Context: an optimization exercise on an open-source flow, tuned for small area, a short achievable clock period and few clock cycles per item. The choices shown serve that exercise and are no tape-out recipe.
Function was checked by simulation only, so behaviour that the tests miss may differ from the original.

==> flow/design.v (excerpt) <==
module shipovnik_chal (
    input  wire         clk,
    input  wire         rst,
    input  wire         start,
    input  wire [511:0] hash,
    output reg          busy,
    output reg          done,
    output reg  [437:0] ch
);
Size in the first run: roughly 7200 cells after synthesis, roughly 980 flip-flops, roughly 960 I/O pins.
clock: 32.0 ns
lec_check: 0
cap_margin: 20
core_margin: 2
core_utilization: 60
slew_margin: 20
standard.sh (not shown) runs the stock make flow with config.mk's settings and CLKGATE_MAP_FILE= SYNTH_SCRIPT=/design/flow/synth_recipe.tcl, a recipe that flattens the netlist after the stock synthesis.
==> flow/flow/run.sh <==
#!/bin/bash
# The standard layout (standard.sh), with four changes to how it is made:
#  - ports are buffered with sky130_fd_sc_hd__buf_1 rather than the default cell,
#  - sizing may change a cell's footprint (MATCH_CELL_FOOTPRINT=0),
#  - setup repair aims 24.3 ns below the 32 ns period, so critical paths get sized,
#  - clock tree synthesis adds no dummy loads and clusters up to 20 sinks within 100 um.
# make's full output goes to make_finish.log here; each step's log is under orfs/logs.
set -euo pipefail
bash standard.sh MATCH_CELL_FOOTPRINT=0 SETUP_SLACK_MARGIN=24.3 \
  "BUFFER_PORTS_ARGS=-buffer_cell sky130_fd_sc_hd__buf_1" \
  "CTS_ARGS=-sink_clustering_enable -repair_clock_nets -dont_use_dummy_load -sink_clustering_size 20 -sink_clustering_max_diameter 100" \
  finish > make_finish.log 2>&1
The first run passed the timing, DRC and antenna checks.
Testbench counts at the start, summed over its fixed seeds: cycles 5,376, items 256.
Then changed:
--- a/flow/flow/run.sh
+++ b/flow/flow/run.sh
@@ -4,3 +4,3 @@
 #  - sizing may change a cell's footprint (MATCH_CELL_FOOTPRINT=0),
-#  - setup repair aims 24.3 ns below the 32 ns period, so critical paths get sized,
+#  - setup repair aims 24 ns below the 32 ns period, so critical paths get sized,
 #  - clock tree synthesis adds no dummy loads and clusters up to 20 sinks within 100 um.
@@ -8,3 +8,3 @@
 set -euo pipefail
-bash standard.sh MATCH_CELL_FOOTPRINT=0 SETUP_SLACK_MARGIN=24.3 \
+bash standard.sh MATCH_CELL_FOOTPRINT=0 SETUP_SLACK_MARGIN=24 \
   "BUFFER_PORTS_ARGS=-buffer_cell sky130_fd_sc_hd__buf_1" \
Settings changed: CORE_UTILIZATION 60 to 55.
The new run completed with no timing, DRC or antenna violations.
Non-clock buffer count went down by 19.
Register-to-register slack is worse by 0.09 ns.
Final cell count went up slightly.
Core utilization went down by 5.8 points.
Die area went up by a little under a tenth.
Synthesized area is unchanged.
Wire length went up by a few percent.
Setup slack is worse by 0.14 ns.
Then changed:
--- a/flow/flow/run.sh
+++ b/flow/flow/run.sh
@@ -5,3 +5,3 @@
 #  - setup repair aims 24 ns below the 32 ns period, so critical paths get sized,
-#  - clock tree synthesis adds no dummy loads and clusters up to 20 sinks within 100 um.
+#  - clock tree synthesis adds no dummy loads.
 # make's full output goes to make_finish.log here; each step's log is under orfs/logs.
@@ -10,3 +10,3 @@
   "BUFFER_PORTS_ARGS=-buffer_cell sky130_fd_sc_hd__buf_1" \
-  "CTS_ARGS=-sink_clustering_enable -repair_clock_nets -dont_use_dummy_load -sink_clustering_size 20 -sink_clustering_max_diameter 100" \
+  "CTS_ARGS=-sink_clustering_enable -repair_clock_nets -dont_use_dummy_load" \
   finish > make_finish.log 2>&1
Setup slack is better by 0.018 ns.
Final area is higher by about 1.1%.
Maximum frequency hardly moves.
Area after synthesis is unchanged.
Wire length is about the same.
Via count climbs by about 0.4%.
Then changed:
==> flow/flow/run.sh (replaced) <==
#!/bin/bash
# The standard layout (standard.sh), with three changes to how it is made:
#  - ports are buffered with sky130_fd_sc_hd__buf_1 rather than the default cell,
#  - sizing may change a cell's footprint (MATCH_CELL_FOOTPRINT=0),
#  - setup repair aims 24.4 ns below the 32 ns period, so critical paths get sized.
# make's full output goes to make_finish.log here; each step's log is under orfs/logs.
set -euo pipefail
bash standard.sh MATCH_CELL_FOOTPRINT=0 SETUP_SLACK_MARGIN=24.4 \
  "BUFFER_PORTS_ARGS=-buffer_cell sky130_fd_sc_hd__buf_1" finish > make_finish.log 2>&1
Settings changed: CORE_UTILIZATION 55 to 65.
Utilization rose by 12 points. Area after synthesis stays the same. Fmax rises by 0.75%. Critical path depth is unchanged.

Setup of the previous run:
shipovnik_chal again, from the RTL that the note above started with.
export LEC_CHECK = 0
export CAP_MARGIN = 20
export CORE_MARGIN = 2
export CORE_UTILIZATION = 55
export SLEW_MARGIN = 20
create_clock -name core_clock -period 32.0 [get_ports {clk}]
==> flow/flow/run.sh <==
#!/bin/bash
# The standard layout (standard.sh), with three changes to how it is made:
#  - ports are buffered with sky130_fd_sc_hd__buf_1 rather than the default cell,
#  - sizing may change a cell's footprint (MATCH_CELL_FOOTPRINT=0),
#  - setup repair aims 24 ns below the 32 ns period, so critical paths get sized.
# make's full output goes to make_finish.log here; each step's log is under orfs/logs.
set -euo pipefail
bash standard.sh MATCH_CELL_FOOTPRINT=0 SETUP_SLACK_MARGIN=24 \
  "BUFFER_PORTS_ARGS=-buffer_cell sky130_fd_sc_hd__buf_1" finish > make_finish.log 2>&1
Testbench counts of the previous run, summed over its fixed seeds: cycles 5,376, items 256.
The following lists how the current run was set up differently from the previous run:
# the previous run
export LEC_CHECK = 0
export CAP_MARGIN = 20
export CORE_MARGIN = 2
export CORE_UTILIZATION = 55
export SLEW_MARGIN = 20
create_clock -name core_clock -period 32.0 [get_ports {clk}]
# the current run
export LEC_CHECK = 0
export CAP_MARGIN = 20
export CORE_MARGIN = 2
export CORE_UTILIZATION = 55
export CTS_CLUSTER_DIAMETER = 100
export CTS_CLUSTER_SIZE = 20
export SLEW_MARGIN = 20
create_clock -name core_clock -period 32.0 [get_ports {clk}]
--- outcome ---
Across both runs, time the worst path needs with I/O delays and setup was higher for the current run than for the previous run. When the current run is set beside the previous run, its met2 usage in global routing turns out to be 0.22 points smaller. Going from the previous run to the current run, sequential share of layout area went up 0.46 points, growth of design area from synthesis to finish went down 2.1 points.

what the ideal ports hide:
In the flow no input, the clock included, has a driving cell. The finished layouts below were timed again as built, in two steps. Step 1 sets driving cells, clkbuf_16 on the clock port and buf_2 on the other inputs (assumed; they add their load-dependent delay and slew). Step 2 also shifts input and output timing later by t, the mid clock arrival at the registers, as if the neighbouring blocks saw the same clock. Slacks: ideal / step 1 / step 2; pairs: ideal / step 1.
run | shift t [ns] | setup WS [ns] | hold slack, ns | worst setup path after step 2 | worst slew at a driven data input, ns
the first run of note 1 | 0.758 | 24.246 / 24.158 / 24.331 | 0.461 / 0.461 / 0.461 | register to register | 0.25
the second run of note 1 | 0.774 | 24.102 / 24.012 / 24.236 | 0.474 / 0.474 / 0.474 | register to register | 0.26
the third run of note 1 | 0.829 | 24.120 / 24.026 / 24.311 | 0.465 / 0.465 / 0.465 | register to register | 0.26
the fourth run of note 1 | 0.841 | 24.179 / 24.087 / 24.575 | 0.534 / 0.534 / 0.534 | input to register | 0.22
the previous run | 0.858 | 24.134 / 24.041 / 24.274 | 0.470 / 0.470 / 0.470 | register to register | 0.25
the current run | 0.802 | 24.112 / 24.021 / 24.271 | 0.474 / 0.474 / 0.474 | register to register | 0.26
After both steps setup and hold are still met in every run listed.
